What follows belongs to an exercise in optimizing a design on an open flow for small area, a short achievable clock period and few clock cycles; a production flow would make more cautious choices. The RTL was checked by simulation tests, not by an equivalence proof against the original design. No driver is modelled on the clock port, so clocking that relies on it looks cheaper here than on a real chip. Power is estimated from default activity; no workload was simulated.

==> flow/design.v, too long to show whole: its modules and the start of the top module <==
// module fp_unpack: 22 lines
// module fp_norm23: 19 lines
// module fp_store: 10 lines
// module fp_repack: 7 lines
// module fp_fetch: 19 lines
// module fp_mul_round: 41 lines
// module mul24b: 1171 lines
// module booth_enc: 16 lines
// module inc31: 94 lines
// module add28: 161 lines
// module gt31: 129 lines
// module fp_add_order: 11 lines
// module fp_add_align: 46 lines
// module fp_add_round: 39 lines
// module mm_core: 374 lines
// module mm_lane: 78 lines
module mm_core (
    input  wire        clk,
    input  wire        rst,
    input  wire        cmd_valid,
    output reg         cmd_ready,
    input  wire [31:0] cmd_word,
    output reg         rsp_valid,
    output reg  [2:0]  rsp_status,
    output reg  [31:0] rsp_data
);
  // ...
==> flow/flow/run.sh <==
#!/bin/bash
# Layout flow: the standard flow (standard.sh, run whole), with one change:
# the buffers that buffer_ports puts on every input and output port are
# sky130_fd_sc_hd__buf_4 instead of the cell it picks by default (a slow
# clock-delay buffer, about 0.5 ns on every port path).
set -euo pipefail
cd "$(dirname "$0")/.."
export BUFFER_PORTS_ARGS="-buffer_cell sky130_fd_sc_hd__buf_4"
bash standard.sh > standard.log 2>&1
==> flow/standard.sh <==
#!/bin/bash
# synth_recipe.tcl (not shown) runs the flow's synth.tcl, then flattens the netlist and writes it again
# the make line also repeats each setting of config.mk as NAME=value (left out here)
make -C /OpenROAD-flow-scripts/flow DESIGN_CONFIG=/design/flow/config.mk WORK_HOME=/design/flow/orfs CLKGATE_MAP_FILE= SYNTH_SCRIPT=/design/flow/synth_recipe.tcl "${@:-finish}"
==> flow/config.mk <==
export PLATFORM = sky130hd
export DESIGN_NAME = mm_core
export DESIGN_NICKNAME = mm_core
export VERILOG_FILES = /design/flow/design.v
export SDC_FILE = /design/flow/constraint.sdc
export NUM_CORES = 8
export LEC_CHECK = 0
export ABC_AREA = 1
export CAP_MARGIN = 20
export CORE_MARGIN = 2
export CORE_UTILIZATION = 62
export CTS_CLUSTER_DIAMETER = 90
export CTS_CLUSTER_SIZE = 28
export PLACE_DENSITY = 0.7
export SLEW_MARGIN = 20
export SYNTH_MEMORY_MAX_BITS = 16384
==> flow/constraint.sdc <==
create_clock -name core_clock -period 45.0 [get_ports {clk}]
set_input_delay 9.0000 -clock core_clock [delete_from_list [all_inputs] [get_ports {clk}]]
set_output_delay 9.0000 -clock core_clock [all_outputs]
set_load 0.01 [all_outputs]
==> results.txt, run 1 <==
- Largest net degree at the start of global routing: 196
- Worst path bufs/invs: 1
- Worst Hold Path EP: g_lane[2].u_lane.ring[313]$_DFF_P_
- Top FF cell, synth: dfxtp_1
- Result of the run: complete, but fails checks
- Fmax: 92.2 MHz
- Hold Path Cell Cnt: 0
- Final Instance Area: 456000 µm²
- Max-cap check violation count: 1
- Area of the mapped netlist: 430000 µm²
- Met3 WL: 133000 µm
- Hold Crit Start: g_lane[2].u_lane.ring[346]$_DFF_P_
- Global Route met2 Usage: 55.7%
- Starting Density: 62.1%
- Multi-input combinational area share: 35.9%
- Crit-path cells: buf_4
- Total CTS buffers: 519
- Num sequential: 11500
- RSZ-0062 raised after global routing: no
- SO Viols: capacitance limit, slew limit
- Max reg flops: 8448
- Slew Viols, Final: 13
- Synth unique cells: 96
- Initial DRC count: 33000
- Worst Skew: 87.8 ps
- Reg2reg end: g_lane[1].u_lane.p_p[25]$_DFF_P_
- Seq area share: 52.6%
- Most frequent cells after synthesis: 10500 x dfxtp_1, 6334 x nand2_1, 4969 x inv_1
- CP max-delay cell: edfxtp_1
- Input/output buffers: 70
Testbench counts, summed over its fixed seeds: cycles 13,282.
==> module mm_core, before the edit <==
module mm_core (
    input  wire        clk,
    input  wire        rst,
    input  wire        cmd_valid,
    output reg         cmd_ready,
    input  wire [31:0] cmd_word,
    output reg         rsp_valid,
    output reg  [2:0]  rsp_status,
    output reg  [31:0] rsp_data
);
    integer k;
    genvar  l;
    reg  [5:0] phi;                      
    reg  [1:0] psi;                      
    reg  [5:0] clr;                      
    wire       sweep = (clr != 6'd0);
    always @(posedge clk)
        if (rst) begin
            phi <= 6'd0;
            psi <= 2'd0;
            clr <= 6'd48;
        end else begin
            phi <= (phi == 6'd47) ? 6'd0 : phi + 6'd1;
            psi <= (psi == 2'd2) ? 2'd0 : psi + 2'd1;
            if (sweep) clr <= clr - 6'd1;
        end
    wire [5:0] phi1 = (phi == 6'd47) ? 6'd0 : phi + 6'd1;
    reg  [31:0] f0, f1;                  
    reg  [1:0]  fc;
    wire        push = cmd_valid & cmd_ready;
    wire        pop;                     
    wire [31:0] h = f0;
    wire        hv = (fc != 2'd0);
    wire [1:0]  fc_pop  = fc - {1'b0, pop};
    wire [1:0]  fc_next = fc_pop + {1'b0, push};
    always @(posedge clk) begin
        if (rst) begin
            fc        <= 2'd0;
            cmd_ready <= 1'b1;
        end else begin
            fc        <= fc_next;
            cmd_ready <= (fc_next != 2'd2);
        end
    end
    always @(posedge clk) begin
        if (pop)
            f0 <= (fc == 2'd2) ? f1 : cmd_word;
        else if (fc == 2'd0)
            f0 <= cmd_word;
        if (push && fc_pop == 2'd1)
            f1 <= cmd_word;
    end
    reg         expd;                    
    reg  [31:0] cw;                      
    reg  [31:0] in_reg [0:15];
    reg  [15:0] izero;                   
    reg  [15:0] ozero;                   
    reg  [4:0]  vp;                      
    reg  [15:0] fresh;                   
    reg         mid1, mid2;              
    reg  [1:0]  tap_q;
    reg  [3:0]  icol;                    
    reg         tpend;                   
    reg         tai;                     
    reg         ttag;                    
    reg         icap;                    
    reg  [4:0]  nin, nout;
    reg  [1:0]  sl;                      
    reg  [4:0]  lt;                      
    reg         cap1, cap2;              
    reg  [3:0]  wb_v;
    reg  [2:0]  wb_lane [0:3];
    reg  [5:0]  wb_slot [0:3];
    reg  [32:0] wb_data [0:3];
    localparam RQN = 24;
    reg  [RQN-1:0] rq_v;                 
    reg  [RQN-1:0] rq_mk;                
    reg  [3:0]  rq_d   [0:RQN-1];        
    reg         gbusy;
    reg  [5:0]  gslot;
    reg  [2:0]  glane;
    wire [31:0] w    = expd ? cw : h;    
    wire [5:0]  opc  = w[31:26];
    wire        two  = (opc == 6'h01) || (opc == 6'h03) || (opc == 6'h06) ||
                       (opc == 6'h09) || (opc == 6'h10) || (opc == 6'h11);
    reg         legal;
    always @* begin
        case (opc)
            6'h00:                      legal = (w[25:0] == 26'd0);
            6'h01, 6'h02, 6'h03, 6'h04: legal = (w[25:16] == 10'd0);
            6'h09, 6'h0B:               legal = (w[25:4] == 22'd0);
            6'h0A:                      legal = (w[25:10] == 16'd0);
            default:                    legal = 1'b0;
        endcase
    end
    wire        c_op    = (opc == 6'h01) || (opc == 6'h02) || (opc == 6'h03) || (opc == 6'h04);
    wire        ci_form = (opc[2:0] == 3'd3) || (opc[2:0] == 3'd4);    
    wire        c_ok    = ci_form ? (w[15:8] == 8'd0)
                                  : ((w[15:12] == 4'd0) && (w[7:4] == 4'd0));
    wire [3:0]  c_o     = ci_form ? w[7:4] : w[11:8];
    wire [3:0]  c_i     = w[3:0];
    wire [7:0]  c_o11   = {4'd0, c_o} + {3'd0, c_o, 1'b0} + {1'b0, c_o, 3'b000};
    wire [2:0]  c_lane  = c_o11[7:5];
    wire [1:0]  c_j     = c_o[1:0] - {c_lane[0], 1'b0} - {1'b0, c_lane[0]} - {c_lane[1], 1'b0};
    wire [5:0]  c_slot  = (c_lane == 3'd5) ? {2'd0, c_i} : ({2'd0, c_i} + {1'b0, c_i, 1'b0} + {4'd0, c_j});
    wire [4:0]  t_nin   = (w[4:0] == 5'd0) ? 5'd1 : (w[4:0] > 5'd16) ? 5'd16 : w[4:0];
    wire [4:0]  t_nout  = (w[9:5] == 5'd0) ? 5'd1 : (w[9:5] > 5'd16) ? 5'd16 : w[9:5];
    wire        tbusy   = tpend & ~tai;
    wire        rq_full = rq_v[RQN-1];
    wire        rq_mks  = |(rq_v & rq_mk);
    wire        wb_full = &wb_v;
    reg  [3:0]  wb_hit;
    reg  [1:0]  wb_free;
    always @* begin
        for (k = 0; k < 4; k = k + 1)
            wb_hit[k] = wb_v[k] && (wb_lane[k] == c_lane) && (wb_slot[k] == c_slot);
        wb_free = 2'd0;
        for (k = 3; k >= 0; k = k - 1)
            if (!wb_v[k]) wb_free = k[1:0];
    end
    wire        is_setc  = legal && ((opc == 6'h01) || (opc == 6'h03)) && c_ok;
    wire        is_getc  = legal && ((opc == 6'h02) || (opc == 6'h04)) && c_ok;
    wire        is_tick  = legal && (opc == 6'h0A);
    wire        is_seti  = legal && (opc == 6'h09);
    wire        is_geto  = legal && (opc == 6'h0B);
    wire        issue0;
    reg         stall;
    always @* begin
        stall = rq_full;
        if (is_seti)  stall = rq_full | (tbusy & ({1'b0, w[3:0]} >= vp));
        if (is_tick)  stall = rq_full | tpend | rq_mks;
        if (is_getc)  stall = tpend | (rq_v != {RQN{1'b0}}) | (wb_v != 4'd0) | mid1 | mid2 | issue0;
        if (is_setc)  stall = rq_full | tbusy | wb_full | (wb_hit != 4'd0);
        if (sweep)    stall = 1'b1;
    end
    wire        go      = hv & ~gbusy;
    wire        take_cw = go & two & ~expd;              
    wire        exec    = go & (~two | expd) & ~stall;   
    assign pop = take_cw | exec;
    wire        do_setc = exec & is_setc;
    wire        do_seti = exec & is_seti;
    wire        do_tick = exec & is_tick;
    wire        do_getc = exec & is_getc;
    wire        do_push = exec & ~is_getc;
    wire [1:0]  p_st    = ~legal ? 2'd3 : (c_op && !c_ok) ? 2'd1 : 2'd0;
    wire [3:0]  col     = vp[3:0];
    wire [5:0]  col3    = {2'd0, col} + {1'b0, col, 1'b0};
    wire [1:0]  jcur    = mid1 ? 2'd1 : mid2 ? 2'd2 : 2'd0;
    wire [3:0]  rcol    = (mid1 | mid2) ? icol : col;
    wire [5:0]  rd_slot = {2'd0, rcol} + {1'b0, rcol, 1'b0} + {4'd0, jcur};
    reg  [3:0]  fm;
    reg  [3:0]  cm [0:2];
    always @* begin
        for (k = 0; k < 4; k = k + 1) begin
            fm[k]    = wb_v[k] && ((wb_lane[k] == 3'd5) ? (jcur == 2'd0 && wb_slot[k][3:0] == rcol)
                                                         : (wb_slot[k] == rd_slot));
            cm[0][k] = wb_v[k] && ((wb_lane[k] == 3'd5) ? (wb_slot[k][3:0] == col)
                                                         : (wb_slot[k] == col3));
            cm[1][k] = wb_v[k] && (wb_lane[k] != 3'd5) && (wb_slot[k] == col3 + 6'd1);
            cm[2][k] = wb_v[k] && (wb_lane[k] != 3'd5) && (wb_slot[k] == col3 + 6'd2);
        end
    end
    wire        wb_blk  = ((cm[0] & (cm[0] - 4'd1)) != 4'd0) || ((cm[1] & (cm[1] - 4'd1)) != 4'd0) ||
                          ((cm[2] & (cm[2] - 4'd1)) != 4'd0);
    wire [1:0]  fe      = fm[0] ? 2'd0 : fm[1] ? 2'd1 : fm[2] ? 2'd2 : 2'd3;
    wire        fwd_v   = (fm != 4'd0) & ~gbusy;
    wire [2:0]  fwd_lane = wb_lane[fe];
    wire [32:0] fwd_data = wb_data[fe];
    wire        want    = tbusy ? (vp < nin) : (~vp[4] && fresh[col] && !icap);
    wire        aligned = (psi == 2'd0) && (phi[1:0] == col3[1:0]);
    assign      issue0  = want & aligned & ~wb_blk & ~gbusy & ~sweep;
    wire        issue   = issue0 | mid1 | mid2;
    wire [5:0]  tsl     = gbusy ? gslot : col3;
    wire [6:0]  tdr     = {1'b0, tsl} - {1'b0, phi};
    wire [5:0]  tdm     = tdr[6] ? (tdr[5:0] + 6'd48) : tdr[5:0];
    wire [1:0]  tap12   = (tdm >= 6'd36) ? 2'd3 : (tdm >= 6'd24) ? 2'd2 : (tdm >= 6'd12) ? 2'd1 : 2'd0;
    wire        gtap_ok = (tdm == 6'd0) || (tdm == 6'd12) || (tdm == 6'd24) || (tdm == 6'd36);
    wire [1:0]  tap     = (mid1 | mid2) ? tap_q : tap12;
    wire [3:0]  t5off   = (gbusy ? gslot[3:0] : col) - phi[3:0];
    wire [2:0]  tap5    = t5off[3:1];
    wire [4:0]  vp_next = vp + {4'd0, issue0};
    wire        rs_seti = do_seti && !tbusy && ({1'b0, w[3:0]} < vp_next);
    wire        rs_setc = do_setc && ({1'b0, c_i} < vp_next);
    wire        rs_tick = do_tick && (vp_next > t_nin);
    wire        done_ai = tbusy && (vp == nin);
    wire        restart = rs_seti | rs_setc | rs_tick | done_ai;
    wire        lastcol  = issue0 && tbusy && (vp_next == nin);
    wire [31:0] xin = izero[col] ? 32'd0 : in_reg[col];
    wire [22:0] xu_m; wire [9:0] xu_e; wire xu_s, xu_n, xu_i, xu_z;
    fp_unpack u_xun (.a(xin), .m(xu_m), .e(xu_e), .sgn(xu_s), .nan(xu_n), .inf(xu_i), .zero(xu_z));
    wire [11:0] xu_one, xu_two, xu_neg;
    booth_enc u_xbe (.b({1'b1, xu_m}), .one(xu_one), .two(xu_two), .neg(xu_neg));
    reg  [11:0] x_one, x_two, x_neg;
    reg  [9:0]  x_e;
    reg         x_s, x_n, x_i, x_z;
    always @(posedge clk)
        if (issue0) begin
            x_one <= xu_one; x_two <= xu_two; x_neg <= xu_neg;
            x_e <= xu_e; x_s <= xu_s; x_n <= xu_n; x_i <= xu_i; x_z <= xu_z;
        end
    reg v1, v2, f1st, f2st;
    always @(posedge clk) begin
        if (rst) begin
            v1 <= 1'b0; v2 <= 1'b0;
        end else begin
            v1 <= issue; v2 <= v1;
        end
        f1st <= (issue0 & (col == 4'd0)) | ((mid1 | mid2) & f1st);
        f2st <= f1st;
    end
    reg         ins_q;
    reg  [1:0]  ins_e;
    reg  [2:0]  ins_lane;
    reg  [32:0] ins_data;
    reg         ins_n;
    reg  [1:0]  ins_en;
    always @* begin
        ins_n = 1'b0; ins_en = 2'd0;
        for (k = 3; k >= 0; k = k - 1)
            if (wb_v[k] && !(ins_q && ins_e == k[1:0]) &&
                ((wb_lane[k] == 3'd5) ? (wb_slot[k][3:0] == phi1[3:0]) : (wb_slot[k] == phi1))) begin
                ins_n = 1'b1; ins_en = k[1:0];
            end
    end
    always @(posedge clk) begin
        if (rst) ins_q <= 1'b0;
        else     ins_q <= ins_n;
        ins_e    <= ins_en;
        ins_lane <= wb_lane[ins_en];
        ins_data <= wb_data[ins_en];
    end
    wire [32:0] lane_tap [0:5];
    wire [31:0] lane_ob  [0:5];
    wire [2:0]  cap_j;
    generate
        for (l = 0; l < 6; l = l + 1) begin : g_lane
            wire [2:0] tsel = (l == 5) ? tap5 : {1'b0, tap};
            mm_lane #(.N((l == 5) ? 16 : 48), .TS((l == 5) ? 2 : 12)) u_lane (
                .clk(clk),
                .ins(sweep || (ins_q && ins_lane == l)), .ins_data(sweep ? 33'd0 : ins_data),
                .tap(tsel), .tap_out(lane_tap[l]),
                .fwd(fwd_v && fwd_lane == l), .fwd_data(fwd_data),
                .x_one(x_one), .x_two(x_two), .x_neg(x_neg),
                .x_e(x_e), .x_s(x_s), .x_n(x_n), .x_i(x_i), .x_z(x_z),
                .v2(v2), .first2(f2st),
                .cap((cap_j[0] && 3 * l < nout) || (cap_j[1] && 3 * l + 1 < nout) ||
                     (cap_j[2] && 3 * l + 2 < nout)),
                .ob(lane_ob[l])
            );
        end
    endgenerate
    wire        cap0 = lt[4];
    wire        icap0 = icap & (sl == 2'd3) & (psi == 2'd2) & ~cap1 & ~cap2;
    assign      cap_j = {cap2, cap1, cap0 | icap0};
    wire [7:0]  rq_o11  = {4'd0, rq_d[0]} + {3'd0, rq_d[0], 1'b0} + {1'b0, rq_d[0], 3'b000};
    wire [2:0]  rq_lane = rq_o11[7:5];
    wire [1:0]  rq_j    = rq_d[0][1:0] - {rq_lane[0], 1'b0} - {1'b0, rq_lane[0]} - {rq_lane[1], 1'b0};
    wire [1:0]  psi_n   = (psi == 2'd2) ? 2'd0 : psi + 2'd1;
    wire        rq_pop  = rq_v[0] & (~rq_mk[0] | (~tpend & (rq_j == psi_n)));
    wire [RQN-1:0] rq_vs = rq_pop ? {1'b0, rq_v[RQN-1:1]} : rq_v;
    wire [31:0] o_rd    = ozero[rq_d[0]] ? 32'd0 : lane_ob[rq_lane];
    wire [31:0] g_rd;
    fp_repack u_grp (.q(lane_tap[glane]), .a(g_rd));
    wire        g_now   = gbusy && ((glane == 3'd5) ? ~t5off[0] : gtap_ok);
    wire [32:0] d_st;
    fp_store u_dst (.a(h), .q(d_st));
    always @(posedge clk) begin
        if (rst) begin
            expd  <= 1'b0;
            izero <= 16'hFFFF;
            ozero <= 16'hFFFF;
            vp    <= 5'd0;
            fresh <= 16'd0;
            mid1  <= 1'b0;
            mid2  <= 1'b0;
            tpend <= 1'b0;
            tai   <= 1'b0;
            ttag  <= 1'b0;
            icap  <= 1'b0;
            sl    <= 2'd0;
            lt    <= 5'd0;
            cap1  <= 1'b0;
            cap2  <= 1'b0;
            wb_v  <= 4'd0;
            rq_v  <= {RQN{1'b0}};
            gbusy <= 1'b0;
            rsp_valid <= 1'b0;
        end else begin
            if (take_cw)   expd <= 1'b1;
            else if (exec) expd <= 1'b0;
            if (do_seti) begin
                izero[w[3:0]] <= 1'b0;
                fresh[w[3:0]] <= 1'b1;
            end
            mid1 <= issue0;
            mid2 <= mid1;
            sl   <= issue ? 2'd1 : (sl == 2'd3) ? 2'd3 : sl + 2'd1;
            if (restart) vp <= 5'd0;
            else         vp <= vp_next;
            lt   <= {lt[3:0], lastcol};
            if (lastcol) ttag <= 1'b1;
            if (done_ai) begin
                tai   <= 1'b1;
                if (!ttag && !lastcol) icap <= 1'b1;
            end
            if (do_tick) begin
                tpend <= 1'b1;
                tai   <= 1'b0;
                ttag  <= 1'b0;
                fresh <= 16'd0;
            end
            cap1 <= cap0 | icap0;
            cap2 <= cap1;
            if (icap0) icap <= 1'b0;
            for (k = 0; k < 16; k = k + 1)
                if (k < nout && ((k % 3 == 0 && (cap0 | icap0)) || (k % 3 == 1 && cap1) || (k % 3 == 2 && cap2)))
                    ozero[k] <= 1'b0;
            if (cap2) begin
                tpend <= 1'b0;
                tai   <= 1'b0;
                ttag  <= 1'b0;
            end
            if (ins_q) wb_v[ins_e] <= 1'b0;
            if (do_setc) wb_v[wb_free] <= 1'b1;
            if (do_getc)    gbusy <= 1'b1;
            else if (g_now) gbusy <= 1'b0;
            rsp_valid <= rq_pop | g_now;
            for (k = 0; k < RQN; k = k + 1) begin
                if (rq_pop)
                    rq_v[k] <= (k < RQN - 1) ? rq_v[k + 1] : 1'b0;
                if (do_push && !rq_vs[k] && (k == 0 || rq_vs[k - 1]))
                    rq_v[k] <= 1'b1;
            end
        end
    end
    always @(posedge clk) begin
        if (take_cw) cw <= h;
        if (do_seti) in_reg[w[3:0]] <= h;
        if (do_tick) begin
            nin  <= t_nin;
            nout <= t_nout;
        end
        if (issue0) begin
            tap_q <= tap12;
            icol  <= col;
        end
        if (do_setc) begin
            wb_lane[wb_free] <= c_lane;
            wb_slot[wb_free] <= c_slot;
            wb_data[wb_free] <= d_st;
        end
        if (do_getc) begin
            gslot <= c_slot;
            glane <= c_lane;
        end
        if (rq_pop) begin
            rsp_status <= rq_mk[0] ? 3'd0 : {1'b0, rq_d[0][1:0]};
            rsp_data   <= rq_mk[0] ? o_rd : 32'd0;
        end else if (g_now) begin
            rsp_status <= 3'd0;
            rsp_data   <= g_rd;
        end
        for (k = 0; k < RQN; k = k + 1) begin
            if (rq_pop && k < RQN - 1) begin
                rq_mk[k] <= rq_mk[k + 1];
                rq_d[k]  <= rq_d[k + 1];
            end
            if (do_push && !rq_vs[k] && (k == 0 || rq_vs[k - 1])) begin
                rq_mk[k] <= is_geto;
                rq_d[k]  <= is_geto ? w[3:0] : {2'b00, p_st};
            end
        end
    end
endmodule
==> module mm_lane, before the edit <==
module mm_lane #(
    parameter N  = 48,                
    parameter TS = 12                 
) (
    input  wire        clk,
    input  wire        ins,           
    input  wire [32:0] ins_data,
    input  wire [2:0]  tap,
    output wire [32:0] tap_out,       
    input  wire        fwd,           
    input  wire [32:0] fwd_data,
    input  wire [11:0] x_one,         
    input  wire [11:0] x_two,
    input  wire [11:0] x_neg,
    input  wire [9:0]  x_e,
    input  wire        x_s,
    input  wire        x_n,
    input  wire        x_i,
    input  wire        x_z,
    input  wire        v2,            
    input  wire        first2,        
    input  wire        cap,           
    output wire [31:0] ob             
);
    reg [33*N-1:0] ring;
    always @(posedge clk)
        ring <= {ins ? ins_data : ring[32:0], ring[33*N-1:33]};
    wire [32:0] t = ring[33*TS*tap +: 33];
    assign tap_out = t;
    wire [22:0] cu_m; wire [9:0] cu_e; wire cu_s, cu_n, cu_i, cu_z;
    fp_fetch u_cf (.q(fwd ? fwd_data : t), .m(cu_m), .e(cu_e), .sgn(cu_s), .nan(cu_n), .inf(cu_i), .zero(cu_z));
    reg [22:0] c_m; reg [9:0] c_e; reg c_s, c_n, c_i, c_z;
    always @(posedge clk) begin
        c_m <= cu_m; c_e <= cu_e; c_s <= cu_s; c_n <= cu_n; c_i <= cu_i; c_z <= cu_z;
    end
    wire [26:0] ph;
    wire        pst;
    mul24b u_mul (.a({1'b1, c_m}), .one(x_one), .two(x_two), .neg(x_neg), .ph(ph), .pst(pst));
    reg [26:0] p_p; reg p_st; reg [9:0] p_e; reg p_s, p_n, p_i, p_z;
    always @(posedge clk) begin
        p_p  <= ph;
        p_st <= pst;
        p_e  <= c_e + x_e - 10'd127;
        p_s  <= c_s ^ x_s;
        p_n  <= c_n | x_n | (c_i & x_z) | (x_i & c_z);
        p_i  <= c_i | x_i;
        p_z  <= c_z | x_z;
    end
    wire [31:0] prod;
    fp_mul_round u_rnd (.p(p_p), .st(p_st), .e0(p_e), .sgn(p_s), .nan(p_n), .inf(p_i),
                        .zero(p_z), .y(prod));
    reg [31:0] acc, acc2;
    reg [31:0] r_prod;
    always @(posedge clk) begin
        r_prod <= v2 ? prod : 32'h80000000;
        acc2   <= first2 ? 32'd0 : acc;
    end
    wire        o_sw; wire [7:0] o_d;
    fp_add_order u_ord (.a(acc2), .b(r_prod), .swap(o_sw), .d(o_d));
    wire [27:0] as; wire [7:0] aex; wire asg, azs, ana, ain, ais;
    fp_add_align u_aln (.a(acc2), .b(r_prod), .swap(o_sw), .d(o_d), .s(as), .ex(aex), .sgn(asg), .zsgn(azs),
                        .nan(ana), .inf(ain), .isgn(ais));
    reg [27:0] a_s; reg [7:0] a_ex; reg a_sg, a_zs, a_na, a_in, a_is;
    always @(posedge clk) begin
        a_s <= as; a_ex <= aex; a_sg <= asg; a_zs <= azs; a_na <= ana; a_in <= ain; a_is <= ais;
    end
    wire [31:0] sum;
    fp_add_round u_ard (.s(a_s), .ex(a_ex), .sgn(a_sg), .zsgn(a_zs), .nan(a_na), .inf(a_in),
                        .isgn(a_is), .y(sum));
    always @(posedge clk) acc <= sum;
    reg [31:0] ob0, ob1, ob2;
    always @(posedge clk) begin
        ob0 <= cap ? acc : ob2;
        ob1 <= ob0;
        ob2 <= ob1;
    end
    assign ob = ob2;
endmodule
==> run 2: changes to the inputs <==
--- a/flow/design.v
+++ b/flow/design.v
@@ -1015,282 +1015,21 @@
     wire t589 = t498 ^ t499 ^ 1'b0;
     wire t590 = (t498 & t499) | (t498 & 1'b0) | (t499 & 1'b0);
     wire t591 = t500 ^ t501 ^ ~a[21];
     wire t592 = (t500 & t501) | (t500 & ~a[21]) | (t501 & ~a[21]);
     wire t593 = t502 ^ t503 ^ 1'b0;
     wire t594 = (t502 & t503) | (t502 & 1'b0) | (t503 & 1'b0);
     wire t595 = t504 ^ neg[11] ^ ~a[23];
     wire t596 = (t504 & neg[11]) | (t504 & ~a[23]) | (neg[11] & ~a[23]);
-    wire c1 = ~pp0_0 & neg[0];
-    wire c2 = ~pp0_0 | neg[0];
-    wire c3 = ~pp0_1 & 1'b0;
-    wire c4 = ~pp0_1 | 1'b0;
-    wire c5 = ~t505 & neg[1];
-    wire c6 = ~t505 | neg[1];
-    wire c7 = ~t506 & ~t507;
-    wire c8 = ~t506 | ~t507;
-    wire c9 = ~t508 & ~t509;
-    wire c10 = ~t508 | ~t509;
-    wire c11 = ~t510 & ~t511;
-    wire c12 = ~t510 | ~t511;
-    wire c13 = ~t512 & ~t513;
-    wire c14 = ~t512 | ~t513;
-    wire c15 = ~t514 & ~t515;
-    wire c16 = ~t514 | ~t515;
-    wire c17 = ~t516 & ~t517;
-    wire c18 = ~t516 | ~t517;
-    wire c19 = ~t518 & ~t519;
-    wire c20 = ~t518 | ~t519;
-    wire c21 = ~t520 & ~t521;
-    wire c22 = ~t520 | ~t521;
-    wire c23 = ~t522 & ~t523;
-    wire c24 = ~t522 | ~t523;
-    wire c25 = ~t524 & ~t525;
-    wire c26 = ~t524 | ~t525;
-    wire c27 = ~t526 & ~t527;
-    wire c28 = ~t526 | ~t527;
-    wire c29 = ~t528 & ~t529;
-    wire c30 = ~t528 | ~t529;
-    wire c31 = ~t530 & ~t531;
-    wire c32 = ~t530 | ~t531;
-    wire c33 = ~t532 & ~t533;
-    wire c34 = ~t532 | ~t533;
-    wire c35 = ~t534 & ~t535;
-    wire c36 = ~t534 | ~t535;
-    wire c37 = ~t536 & ~t537;
-    wire c38 = ~t536 | ~t537;
-    wire c39 = ~t538 & ~t539;
-    wire c40 = ~t538 | ~t539;
-    wire c41 = ~t540 & ~t541;
-    wire c42 = ~t540 | ~t541;
-    wire c43 = c3 | (c4 & c1);
-    wire c44 = c4 & c2;
-    wire c45 = c7 | (c8 & c5);
-    wire c46 = c8 & c6;
-    wire c47 = c11 | (c12 & c9);
-    wire c48 = c12 & c10;
-    wire c49 = c15 | (c16 & c13);
-    wire c50 = c16 & c14;
-    wire c51 = c19 | (c20 & c17);
-    wire c52 = c20 & c18;
-    wire c53 = c23 | (c24 & c21);
-    wire c54 = c24 & c22;
-    wire c55 = c27 | (c28 & c25);
-    wire c56 = c28 & c26;
-    wire c57 = c31 | (c32 & c29);
-    wire c58 = c32 & c30;
-    wire c59 = c35 | (c36 & c33);
-    wire c60 = c36 & c34;
-    wire c61 = c39 | (c40 & c37);
-    wire c62 = c40 & c38;
-    wire c63 = c45 | (c46 & c43);
-    wire c64 = c46 & c44;
-    wire c65 = c49 | (c50 & c47);
-    wire c66 = c50 & c48;
-    wire c67 = c53 | (c54 & c51);
-    wire c68 = c54 & c52;
-    wire c69 = c57 | (c58 & c55);
-    wire c70 = c58 & c56;
-    wire c71 = c61 | (c62 & c59);
-    wire c72 = c62 & c60;
-    wire c73 = c65 | (c66 & c63);
-    wire c74 = c66 & c64;
-    wire c75 = c69 | (c70 & c67);
-    wire c76 = c70 & c68;
-    wire c77 = c41 | (c42 & c71);
-    wire c78 = c42 & c72;
-    wire c79 = c75 | (c76 & c73);
-    wire c80 = c76 & c74;
-    wire c81 = c77 | (c78 & c79);
-    wire c82 = c78 & c80;
-    wire c83 = ~(~pp0_0 ^ neg[0]) & ((~pp0_1 ^ 1'b0) == (~pp0_0 | neg[0])) & ((~t505 ^ neg[1]) == (~pp0_1 | 1'b0)) & ((~t506 ^ ~t507) == (~t505 | neg[1])) & ((~t508 ^ ~t509) == (~t506 | ~t507)) & ((~t510 ^ ~t511) == (~t508 | ~t509)) & ((~t512 ^ ~t513) == (~t510 | ~t511)) & ((~t514 ^ ~t515) == (~t512 | ~t513)) & ((~t516 ^ ~t517) == (~t514 | ~t515)) & ((~t518 ^ ~t519) == (~t516 | ~t517)) & ((~t520 ^ ~t521) == (~t518 | ~t519)) & ((~t522 ^ ~t523) == (~t520 | ~t521)) & ((~t524 ^ ~t525) == (~t522 | ~t523)) & ((~t526 ^ ~t527) == (~t524 | ~t525)) & ((~t528 ^ ~t529) == (~t526 | ~t527)) & ((~t530 ^ ~t531) == (~t528 | ~t529)) & ((~t532 ^ ~t533) == (~t530 | ~t531)) & ((~t534 ^ ~t535) == (~t532 | ~t533)) & ((~t536 ^ ~t537) == (~t534 | ~t535)) & ((~t538 ^ ~t539) == (~t536 | ~t537)) & ((~t540 ^ ~t541) == (~t538 | ~t539));
-    wire c84 = ~t542 & ~t543;
-    wire c85 = ~t544 & ~t545;
-    wire c86 = ~t546 & ~t547;
-    wire c87 = ~t548 & ~t549;
-    wire c88 = ~t550 & ~t551;
-    wire c89 = ~t552 & ~t553;
-    wire c90 = ~t554 & ~t555;
-    wire c91 = ~t556 & ~t557;
-    wire c92 = ~t558 & ~t559;
-    wire c93 = ~t560 & ~t561;
-    wire c94 = ~t562 & ~t563;
-    wire c95 = ~t564 & ~t565;
-    wire c96 = ~t566 & ~t567;
-    wire c97 = ~t568 & ~t569;
-    wire c98 = ~t570 & ~t571;
-    wire c99 = ~t572 & ~t573;
-    wire c100 = ~t574 & ~t575;
-    wire c101 = ~t576 & ~t577;
-    wire c102 = ~t578 & ~t579;
-    wire c103 = ~t580 & ~t581;
-    wire c104 = ~t582 & ~t583;
-    wire c105 = ~t584 & ~t585;
-    wire c106 = ~t586 & ~t587;
-    wire c107 = ~t588 & ~t589;
-    wire c108 = ~t590 & ~t591;
-    wire c109 = ~t592 & ~t593;
-    wire c110 = ~t594 & ~t595;
-    wire c111 = ~t542 ^ ~t543;
-    wire c112 = ~t544 ^ ~t545;
-    wire c113 = ~t546 ^ ~t547;
-    wire c114 = ~t548 ^ ~t549;
-    wire c115 = ~t550 ^ ~t551;
-    wire c116 = ~t552 ^ ~t553;
-    wire c117 = ~t554 ^ ~t555;
-    wire c118 = ~t556 ^ ~t557;
-    wire c119 = ~t558 ^ ~t559;
-    wire c120 = ~t560 ^ ~t561;
-    wire c121 = ~t562 ^ ~t563;
-    wire c122 = ~t564 ^ ~t565;
-    wire c123 = ~t566 ^ ~t567;
-    wire c124 = ~t568 ^ ~t569;
-    wire c125 = ~t570 ^ ~t571;
-    wire c126 = ~t572 ^ ~t573;
-    wire c127 = ~t574 ^ ~t575;
-    wire c128 = ~t576 ^ ~t577;
-    wire c129 = ~t578 ^ ~t579;
-    wire c130 = ~t580 ^ ~t581;
-    wire c131 = ~t582 ^ ~t583;
-    wire c132 = ~t584 ^ ~t585;
-    wire c133 = ~t586 ^ ~t587;
-    wire c134 = ~t588 ^ ~t589;
-    wire c135 = ~t590 ^ ~t591;
-    wire c136 = ~t592 ^ ~t593;
-    wire c137 = ~t594 ^ ~t595;
-    wire c138 = c84 | (c111 & c81);
-    wire c139 = c86 | (c113 & c85);
-    wire c140 = c113 & c112;
-    wire c141 = c88 | (c115 & c87);
-    wire c142 = c115 & c114;
-    wire c143 = c90 | (c117 & c89);
-    wire c144 = c117 & c116;
-    wire c145 = c92 | (c119 & c91);
-    wire c146 = c119 & c118;
-    wire c147 = c94 | (c121 & c93);
-    wire c148 = c121 & c120;
-    wire c149 = c96 | (c123 & c95);
-    wire c150 = c123 & c122;
-    wire c151 = c98 | (c125 & c97);
-    wire c152 = c125 & c124;
-    wire c153 = c100 | (c127 & c99);
-    wire c154 = c127 & c126;
-    wire c155 = c102 | (c129 & c101);
-    wire c156 = c129 & c128;
-    wire c157 = c104 | (c131 & c103);
-    wire c158 = c131 & c130;
-    wire c159 = c106 | (c133 & c105);
-    wire c160 = c133 & c132;
-    wire c161 = c108 | (c135 & c107);
-    wire c162 = c135 & c134;
-    wire c163 = c110 | (c137 & c109);
-    wire c164 = c137 & c136;
-    wire c165 = c85 | (c112 & c138);
-    wire c166 = c139 | (c140 & c138);
-    wire c167 = c89 | (c116 & c141);
-    wire c168 = c116 & c142;
-    wire c169 = c143 | (c144 & c141);
-    wire c170 = c144 & c142;
-    wire c171 = c93 | (c120 & c145);
-    wire c172 = c120 & c146;
-    wire c173 = c147 | (c148 & c145);
-    wire c174 = c148 & c146;
-    wire c175 = c97 | (c124 & c149);
-    wire c176 = c124 & c150;
-    wire c177 = c151 | (c152 & c149);
-    wire c178 = c152 & c150;
-    wire c179 = c101 | (c128 & c153);
-    wire c180 = c128 & c154;
-    wire c181 = c155 | (c156 & c153);
-    wire c182 = c156 & c154;
-    wire c183 = c105 | (c132 & c157);
-    wire c184 = c132 & c158;
-    wire c185 = c159 | (c160 & c157);
-    wire c186 = c160 & c158;
-    wire c187 = c109 | (c136 & c161);
-    wire c188 = c136 & c162;
-    wire c189 = c163 | (c164 & c161);
-    wire c190 = c164 & c162;
-    wire c191 = c87 | (c114 & c166);
-    wire c192 = c141 | (c142 & c166);
-    wire c193 = c167 | (c168 & c166);
-    wire c194 = c169 | (c170 & c166);
-    wire c195 = c95 | (c122 & c173);
-    wire c196 = c122 & c174;
-    wire c197 = c149 | (c150 & c173);
-    wire c198 = c150 & c174;
-    wire c199 = c175 | (c176 & c173);
-    wire c200 = c176 & c174;
-    wire c201 = c177 | (c178 & c173);
-    wire c202 = c178 & c174;
-    wire c203 = c103 | (c130 & c181);
-    wire c204 = c130 & c182;
-    wire c205 = c157 | (c158 & c181);
-    wire c206 = c158 & c182;
-    wire c207 = c183 | (c184 & c181);
-    wire c208 = c184 & c182;
-    wire c209 = c185 | (c186 & c181);
-    wire c210 = c186 & c182;
-    wire c211 = c91 | (c118 & c194);
-    wire c212 = c145 | (c146 & c194);
-    wire c213 = c171 | (c172 & c194);
-    wire c214 = c173 | (c174 & c194);
-    wire c215 = c195 | (c196 & c194);
-    wire c216 = c197 | (c198 & c194);
-    wire c217 = c199 | (c200 & c194);
-    wire c218 = c201 | (c202 & c194);
-    wire c219 = c107 | (c134 & c209);
-    wire c220 = c134 & c210;
-    wire c221 = c161 | (c162 & c209);
-    wire c222 = c162 & c210;
-    wire c223 = c187 | (c188 & c209);
-    wire c224 = c188 & c210;
-    wire c225 = c189 | (c190 & c209);
-    wire c226 = c190 & c210;
-    wire c227 = c99 | (c126 & c218);
-    wire c228 = c153 | (c154 & c218);
-    wire c229 = c179 | (c180 & c218);
-    wire c230 = c181 | (c182 & c218);
-    wire c231 = c203 | (c204 & c218);
-    wire c232 = c205 | (c206 & c218);
-    wire c233 = c207 | (c208 & c218);
-    wire c234 = c209 | (c210 & c218);
-    wire c235 = c219 | (c220 & c218);
-    wire c236 = c221 | (c222 & c218);
-    wire c237 = c223 | (c224 & c218);
-    wire c238 = c225 | (c226 & c218);
-    assign ph[0] = c111 ^ c81;
-    assign ph[1] = c112 ^ c138;
-    assign ph[2] = c113 ^ c165;
-    assign ph[3] = c114 ^ c166;
-    assign ph[4] = c115 ^ c191;
-    assign ph[5] = c116 ^ c192;
-    assign ph[6] = c117 ^ c193;
-    assign ph[7] = c118 ^ c194;
-    assign ph[8] = c119 ^ c211;
-    assign ph[9] = c120 ^ c212;
-    assign ph[10] = c121 ^ c213;
-    assign ph[11] = c122 ^ c214;
-    assign ph[12] = c123 ^ c215;
-    assign ph[13] = c124 ^ c216;
-    assign ph[14] = c125 ^ c217;
-    assign ph[15] = c126 ^ c218;
-    assign ph[16] = c127 ^ c227;
-    assign ph[17] = c128 ^ c228;
-    assign ph[18] = c129 ^ c229;
-    assign ph[19] = c130 ^ c230;
-    assign ph[20] = c131 ^ c231;
-    assign ph[21] = c132 ^ c232;
-    assign ph[22] = c133 ^ c233;
-    assign ph[23] = c134 ^ c234;
-    assign ph[24] = c135 ^ c235;
-    assign ph[25] = c136 ^ c236;
-    assign ph[26] = c137 ^ c237;
-    assign pst = ~c83;
+    wire [47:0] fx = {~t594, ~t592, ~t590, ~t588, ~t586, ~t584, ~t582, ~t580, ~t578, ~t576, ~t574, ~t572, ~t570, ~t568, ~t566, ~t564, ~t562, ~t560, ~t558, ~t556, ~t554, ~t552, ~t550, ~t548, ~t546, ~t544, ~t542, ~t540, ~t538, ~t536, ~t534, ~t532, ~t530, ~t528, ~t526, ~t524, ~t522, ~t520, ~t518, ~t516, ~t514, ~t512, ~t510, ~t508, ~t506, ~t505, ~pp0_1, ~pp0_0};
+    wire [47:0] fy = {~t595, ~t593, ~t591, ~t589, ~t587, ~t585, ~t583, ~t581, ~t579, ~t577, ~t575, ~t573, ~t571, ~t569, ~t567, ~t565, ~t563, ~t561, ~t559, ~t557, ~t555, ~t553, ~t551, ~t549, ~t547, ~t545, ~t543, ~t541, ~t539, ~t537, ~t535, ~t533, ~t531, ~t529, ~t527, ~t525, ~t523, ~t521, ~t519, ~t517, ~t515, ~t513, ~t511, ~t509, ~t507, neg[1], 1'b0, neg[0]};
+    wire [47:0] fs = fx + fy;
+    assign ph  = fs[47:21];
+    assign pst = (fs[20:0] != 21'd0);
 endmodule
 module booth_enc (
     input  wire [23:0] b,
     output wire [11:0] one,
     output wire [11:0] two,
     output wire [11:0] neg
 );
     wire [24:0] bx = {b, 1'b0};
@@ -1907,17 +1646,17 @@
     wire        is_getc  = legal && ((opc == 6'h02) || (opc == 6'h04)) && c_ok;
     wire        is_tick  = legal && (opc == 6'h0A);
     wire        is_seti  = legal && (opc == 6'h09);
     wire        is_geto  = legal && (opc == 6'h0B);
     wire        issue0;
     reg         stall;
     always @* begin
         stall = rq_full;
-        if (is_seti)  stall = rq_full | (tbusy & ({1'b0, w[3:0]} >= vp));
+        if (is_seti)  stall = rq_full | (tbusy & (({1'b0, w[3:0]} >= vp) | ((mid1 | mid2) & (w[3:0] == icol))));
         if (is_tick)  stall = rq_full | tpend | rq_mks;
         if (is_getc)  stall = tpend | (rq_v != {RQN{1'b0}}) | (wb_v != 4'd0) | mid1 | mid2 | issue0;
         if (is_setc)  stall = rq_full | tbusy | wb_full | (wb_hit != 4'd0);
         if (sweep)    stall = 1'b1;
     end
     wire        go      = hv & ~gbusy;
     wire        take_cw = go & two & ~expd;              
     wire        exec    = go & (~two | expd) & ~stall;   
@@ -1965,26 +1704,27 @@
     wire [2:0]  tap5    = t5off[3:1];
     wire [4:0]  vp_next = vp + {4'd0, issue0};
     wire        rs_seti = do_seti && !tbusy && ({1'b0, w[3:0]} < vp_next);
     wire        rs_setc = do_setc && ({1'b0, c_i} < vp_next);
     wire        rs_tick = do_tick && (vp_next > t_nin);
     wire        done_ai = tbusy && (vp == nin);
     wire        restart = rs_seti | rs_setc | rs_tick | done_ai;
     wire        lastcol  = issue0 && tbusy && (vp_next == nin);
-    wire [31:0] xin = izero[col] ? 32'd0 : in_reg[col];
+    wire [3:0]  xcol = (mid1 | mid2) ? icol : col;
+    wire [31:0] xin = izero[xcol] ? 32'd0 : in_reg[xcol];
     wire [22:0] xu_m; wire [9:0] xu_e; wire xu_s, xu_n, xu_i, xu_z;
     fp_unpack u_xun (.a(xin), .m(xu_m), .e(xu_e), .sgn(xu_s), .nan(xu_n), .inf(xu_i), .zero(xu_z));
     wire [11:0] xu_one, xu_two, xu_neg;
     booth_enc u_xbe (.b({1'b1, xu_m}), .one(xu_one), .two(xu_two), .neg(xu_neg));
     reg  [11:0] x_one, x_two, x_neg;
     reg  [9:0]  x_e;
     reg         x_s, x_n, x_i, x_z;
     always @(posedge clk)
-        if (issue0) begin
+        begin
             x_one <= xu_one; x_two <= xu_two; x_neg <= xu_neg;
             x_e <= xu_e; x_s <= xu_s; x_n <= xu_n; x_i <= xu_i; x_z <= xu_z;
         end
     reg v1, v2, f1st, f2st;
     always @(posedge clk) begin
         if (rst) begin
             v1 <= 1'b0; v2 <= 1'b0;
         end else begin
@@ -2015,17 +1755,17 @@
         ins_data <= wb_data[ins_en];
     end
     wire [32:0] lane_tap [0:5];
     wire [31:0] lane_ob  [0:5];
     wire [2:0]  cap_j;
     generate
         for (l = 0; l < 6; l = l + 1) begin : g_lane
             wire [2:0] tsel = (l == 5) ? tap5 : {1'b0, tap};
-            mm_lane #(.N((l == 5) ? 16 : 48), .TS((l == 5) ? 2 : 12)) u_lane (
+            mm_lane #(.N((l == 5) ? 16 : 48), .TS((l == 5) ? 2 : 12), .J((l == 5) ? 1 : 3)) u_lane (
                 .clk(clk),
                 .ins(sweep || (ins_q && ins_lane == l)), .ins_data(sweep ? 33'd0 : ins_data),
                 .tap(tsel), .tap_out(lane_tap[l]),
                 .fwd(fwd_v && fwd_lane == l), .fwd_data(fwd_data),
                 .x_one(x_one), .x_two(x_two), .x_neg(x_neg),
                 .x_e(x_e), .x_s(x_s), .x_n(x_n), .x_i(x_i), .x_z(x_z),
                 .v2(v2), .first2(f2st),
                 .cap((cap_j[0] && 3 * l < nout) || (cap_j[1] && 3 * l + 1 < nout) ||
@@ -2133,38 +1873,34 @@
             wb_lane[wb_free] <= c_lane;
             wb_slot[wb_free] <= c_slot;
             wb_data[wb_free] <= d_st;
         end
         if (do_getc) begin
             gslot <= c_slot;
             glane <= c_lane;
         end
-        if (rq_pop) begin
-            rsp_status <= rq_mk[0] ? 3'd0 : {1'b0, rq_d[0][1:0]};
-            rsp_data   <= rq_mk[0] ? o_rd : 32'd0;
-        end else if (g_now) begin
-            rsp_status <= 3'd0;
-            rsp_data   <= g_rd;
-        end
+        rsp_status <= (rq_pop && !rq_mk[0]) ? {1'b0, rq_d[0][1:0]} : 3'd0;
+        rsp_data   <= !rq_pop ? g_rd : rq_mk[0] ? o_rd : 32'd0;
         for (k = 0; k < RQN; k = k + 1) begin
             if (rq_pop && k < RQN - 1) begin
                 rq_mk[k] <= rq_mk[k + 1];
                 rq_d[k]  <= rq_d[k + 1];
             end
             if (do_push && !rq_vs[k] && (k == 0 || rq_vs[k - 1])) begin
                 rq_mk[k] <= is_geto;
                 rq_d[k]  <= is_geto ? w[3:0] : {2'b00, p_st};
             end
         end
     end
 endmodule
 module mm_lane #(
     parameter N  = 48,                
-    parameter TS = 12                 
+    parameter TS = 12,                
+    parameter J  = 3                  
 ) (
     input  wire        clk,
     input  wire        ins,           
     input  wire [32:0] ins_data,
     input  wire [2:0]  tap,
     output wire [32:0] tap_out,       
     input  wire        fwd,           
     input  wire [32:0] fwd_data,
@@ -2222,16 +1958,25 @@
     reg [27:0] a_s; reg [7:0] a_ex; reg a_sg, a_zs, a_na, a_in, a_is;
     always @(posedge clk) begin
         a_s <= as; a_ex <= aex; a_sg <= asg; a_zs <= azs; a_na <= ana; a_in <= ain; a_is <= ais;
     end
     wire [31:0] sum;
     fp_add_round u_ard (.s(a_s), .ex(a_ex), .sgn(a_sg), .zsgn(a_zs), .nan(a_na), .inf(a_in),
                         .isgn(a_is), .y(sum));
     always @(posedge clk) acc <= sum;
-    reg [31:0] ob0, ob1, ob2;
-    always @(posedge clk) begin
-        ob0 <= cap ? acc : ob2;
-        ob1 <= ob0;
-        ob2 <= ob1;
-    end
-    assign ob = ob2;
+    generate
+        if (J == 3) begin : g_ob3
+            reg [31:0] ob0, ob1, ob2;
+            always @(posedge clk) begin
+                ob0 <= cap ? acc : ob2;
+                ob1 <= ob0;
+                ob2 <= ob1;
+            end
+            assign ob = ob2;
+        end else begin : g_ob1
+            reg [31:0] ob0;
+            always @(posedge clk)
+                if (cap) ob0 <= acc;
+            assign ob = ob0;
+        end
+    endgenerate
 endmodule
==> flow/flow/run.sh (replaced) <==
#!/bin/bash
set -euo pipefail
cd "$(dirname "$0")/.."
export BUFFER_PORTS_ARGS="-buffer_cell sky130_fd_sc_hd__buf_4"
export PRE_CTS_TCL="$PWD/flow/pre_cts.tcl"
export CTS_ARGS="-sink_clustering_enable -repair_clock_nets -sink_clustering_size 24 -sink_clustering_max_diameter 80 -wire_unit 30"
bash standard.sh > standard.log 2>&1
==> flow/flow/pre_cts.tcl (new file) <==
# Before clock tree synthesis, give some flip-flops the strongest drive of
# their cell type (dfxtp_1 -> dfxtp_4):
# - those that drive an output port through its port buffer, so the
#   clock-to-output path is shorter;
# - those whose output drives many pins directly.
set block [ord::get_db_block]
set strong [[ord::get_db] findMaster sky130_fd_sc_hd__dfxtp_4]
set n_out 0
set n_fan 0
proc drives_output {net} {
  foreach it [$net getITerms] {
    set inst [$it getInst]
    foreach oit [$inst getITerms] {
      if {![$oit isOutputSignal]} { continue }
      set n2 [$oit getNet]
      if {$n2 ne "NULL" && [llength [$n2 getBTerms]] > 0} { return 1 }
    }
  }
  return 0
}
foreach inst [$block getInsts] {
  if {[[$inst getMaster] getName] ne "sky130_fd_sc_hd__dfxtp_1"} { continue }
  set q [$inst findITerm Q]
  set net [$q getNet]
  if {$net eq "NULL"} { continue }
  if {[llength [$net getBTerms]] > 0 || [drives_output $net]} {
    $inst swapMaster $strong
    incr n_out
  } elseif {[llength [$net getITerms]] > 9} {
    $inst swapMaster $strong
    incr n_fan
  }
}
puts "pre_cts: upsized $n_out flip-flops at outputs and $n_fan with a large fanout"
==> flow/config.mk (replaced) <==
export PLATFORM = sky130hd
export DESIGN_NAME = mm_core
export DESIGN_NICKNAME = mm_core
export VERILOG_FILES = /design/flow/design.v
export SDC_FILE = /design/flow/constraint.sdc
export NUM_CORES = 8
export LEC_CHECK = 0
export ABC_AREA = 1
export CAP_MARGIN = 20
export CORE_MARGIN = 2
export CORE_UTILIZATION = 55
export CTS_CLUSTER_DIAMETER = 80
export CTS_CLUSTER_SIZE = 24
export PLACE_DENSITY = 0.65
export SLEW_MARGIN = 20
export SYNTH_MEMORY_MAX_BITS = 16384
==> results.txt, run 2 <==
- Reg2reg end: in_reg[4][0]$_DFFE_PP_
- Vias in the first global route: 294000
- Relative slew slack: 15.1%
- Worst Skew: 199 ps (+111 ps)
- Number of remaining DRC errors: 0
- DR WL/cell: 25.7 µm
- RSZ-0062 raised after global routing: no
- Combinational share of power: 33.0%
- Setup TNS: 0 ps
- Die X: 887 µm
- Final Cycle Share: 23.5%
- Input/output buffers: 70 (unchanged)
- Via count: 302000
- Most frequent cells in the layout: 10400 x dfxtp_1, 7190 x nand2_1, 4452 x inv_1, 2754 x nand3_1, 2351 x o21ai_0
- CP startpoint kind: flip-flop
- Post-Syn Area per Cell: 9.86 µm²
- Clock Pin Slew Worst Setup and Hold Paths: 90 ps
- Post-Syn Instances: 43500
- LEAKAGE: 0.202 µW
- Hold Crit Start: g_lane[4].u_lane.ring[872]$_DFF_P_
- First-pass GRT wire length: 1980000 µm
- Layout cells sized above 1: 4.99%
- CP max-delay cell: dfxtp_4
- Post-synth top area share: 48.9%
- Setup ws final: 34440 ps
- Delay-heaviest family, CP: flip-flops
- Gp weighted congestion: 1.01
- Area taken by multi-input logic gates: 166000 µm²
- Slew @ Worst Pin: 1260 ps
- Synth warn: 15
- Worst r2r path cells: 38
- Worst path bufs/invs: 1 (unchanged)
- Die Ht: 887 µm
- CP Capture Type: output pin
- Hold Path Cell Cnt: 0 (unchanged)
- FF+latch area: 238000 µm²
- Post-CTS Setup Bufs: 0
- Post-CTS Resized: 0
- Die Footprint: 786000 µm²
- Most frequent cells after synthesis: 10500 x dfxtp_1, 7204 x nand2_1, 4477 x inv_1
- Max-cap check violation count: 0 (-1)
- Post-DP HPWL: 986000 µm
- Critical Path RT: 36000 ps
- Drt via density: 5.66
- Result of the run: finished clean
- Arr. time, crit path: 1560 ps
- Largest net degree at the start of global routing: 165 (-16%)
- Leading area contributor after synthesis: dfxtp_1
- Starting Density: 55.1% (-7.0 points)
- RR Startpoint: expd$_SDFFE_PP0N_
- Crit-path max FO: 2
- Fin nets: 45600
- Num rows: 324
- Core Footprint: 778000 µm²
- Post-synth EDFFs: 953
- Setup CP Type: flip-flop to output pin
- Slew Viols, Final: 0 (-13)
- Synth unique cells: 87 (-9.4%)
- Max reg flops: 8448 (unchanged)
- Hold WC Path Type: flip-flop to flip-flop
- Peak VDD IR: 0.158 mV
- P&R area growth vs syn: 6.76%
- Post-Place Setup Slack: 34240 ps
- Filler cells: 66300
- Final Instance Area: 458000 µm² (+0.35%)
- Worst Hold Path EP: g_lane[4].u_lane.ring[839]$_DFF_P_
- Total CTS buffers: 600 (+16%)
- Sw Share: 38.0%
- Area of the mapped netlist: 429000 µm² (-0.44%)
- Fmax: 94.7 MHz (+2.7%)
- Syn Nets: 46400
- Final Power: 25500 µW
- Power share of the sequential group: 44.2%
- Post-layout util: 58.8%
- Initial antenna violation count: 102
- CTS Hold Bufs: 0
- Gr ovfl total: 0
- Top FF cell, synth: dfxtp_1
- Clock Latency Late Sink: 1200 ps
- CP max stage delay: 350 ps
- Initial DRC count: 30800 (-6.8%)
- Top post-synthesis cells by area: dfxtp_1 49%, fa_1 7.3%, edfxtp_1 6.7%, nand2_1 6.3%, xor2_1 4.7%
- Final hold violations: 0
- Drt pass-1 iters: 10
- DP Area: 439000 µm²
- Total I/O pin count: 72
- Power per cell area: 55.7 nW/µm²
- Final WL: 1370000 µm
- Total GRT Usage: 33.9%
- CTS sink cnt: 11400
- ANT nets after route: 0
- Psw: 9680 µW
- Final setup violating endpoints: 0
- Ys async rst share: 0%
- Yosys reg bits: 11400
- Power Internal: 15800 µW
- CTS tree: yes
- Minimum clock period: 10560 ps
- Most common cell after layout, fill and taps aside: dfxtp_1
- Most frequent cell after synthesis: dfxtp_1
- Clock power frac: 22.8%
- Crit-path cells: buf_4
- Register area share after synthesis: 55.5%
- Flop-to-flop setup slack: 35010 ps
==> run 2: changes by cell type after synthesis, moves of 145 or more <==
| cell | change |
|---|---|
| nand3_1 | +523 |
| nor2_1 | -145 |
| a21oi_1 | +281 |
| nand2_1 | +870 |
| inv_1 | -492 |
| o22ai_1 | -151 |
==> run 2: cells by family after synthesis <==
family          Yosys count  synth area share, %
other cells               1             0.000875
xor+xnor               2513                 5.14
flops                 11400                 55.5
simple gates          13400                 13.3
mux                      82                0.203
compound gates         6538                 8.82
fa+ha+maj              2855                 11.1
buf+inv                6657                 5.98
==> run 2: through the flow <==
step,std cells,hold slack (ps)
after floorplan,43500,310
after global placement,52400,310
after detailed placement,52400,312
after CTS,53200,211
after global routing,53200,233
final,53300,223
==> run 2: area by class of cell <==
| class | count | share of cell area, % |
|---|---|---|
| antenna | 117 | 0.0640 |
| clock buffer | 663 | 3.40 |
| clock inverter | 130 | 0.438 |
| inverter | 4659 | 3.85 |
| multi-input combinational | 25400 | 36.2 |
| sequential | 11400 | 52.1 |
| tap | 10300 | 2.81 |
| timing repair buffer | 657 | 1.14 |
==> run 2: per-layer routing <==
metal	track usage, %	vias to the layer above	wire length [µm]	share of wire [%]
li1	-	139000	-	-
met1	43.7	145000	554000	40
met2	52.1	14000	595000	43
met3	9.57	3792	132000	9.7
met4	17.8	46	86400	6.3
met5	0.337	-	555	0.041
==> run 2: how the worst max path moves through the flow <==
| stage | from | end | cells past startpoint |
|---|---|---|---|
| floorplan | cmd_valid | f1[0]$_DFFE_PP_ | 2 |
| global placement | rst | ttag$_SDFFE_PP0P_ | 6 |
| detailed placement | rst | tai$_SDFFE_PP0P_ | 6 |
| CTS | cmd_ready$_SDFF_PP1_ | cmd_ready | 1 |
| global route | expd$_SDFFE_PP0N_ | in_reg[11][6]$_DFFE_PP_ | 38 |
| finish | cmd_ready$_SDFF_PP1_ | cmd_ready | 1 |
==> run 2: power groups by stage <==
stage	registers, µW	clock network (µW)	logic [µW]
5_1_grt	11300	6270	9140
4_1_cts	11200	5920	8230
2_1_floorplan	11200	0	5320
3_5_place_dp	11500	0	8200
6_report	11300	5810	8420
3_3_place_gp	11500	0	8190
Testbench counts of run 2, summed over its fixed seeds: cycles 13,282.

what the ideal ports hide:
Ports are ideal in the flow. The routed layouts listed here were re-timed in OpenROAD.
Step 1 assumes that a clkbuf_16 drives the clock port and a buf_2 every other input.
Step 2, shift: input delay + t, output delay - t, t = (earliest + latest rising clock arrival at the registers) / 2. This alone moves slack from input paths to output paths.
Slacks: ideal / step 1 / step 2; pairs: ideal / step 1.
| run | t, ns | slack for setup (ns) | clock arrival spread, ns | worst register clock-pin slew, ns |
|---|---|---|---|---|
| run 1 | 1.250 | 34.157 / 34.017 / 34.374 | 0.122 / 0.122 | 0.12 / 0.12 |
| run 2 | 1.250 | 34.440 / 34.291 / 34.127 | 0.210 / 0.210 | 0.10 / 0.10 |
The setup slack of run 2, which loses most, moves by -0.149 ns with the drivers and by -0.313 ns with both steps.
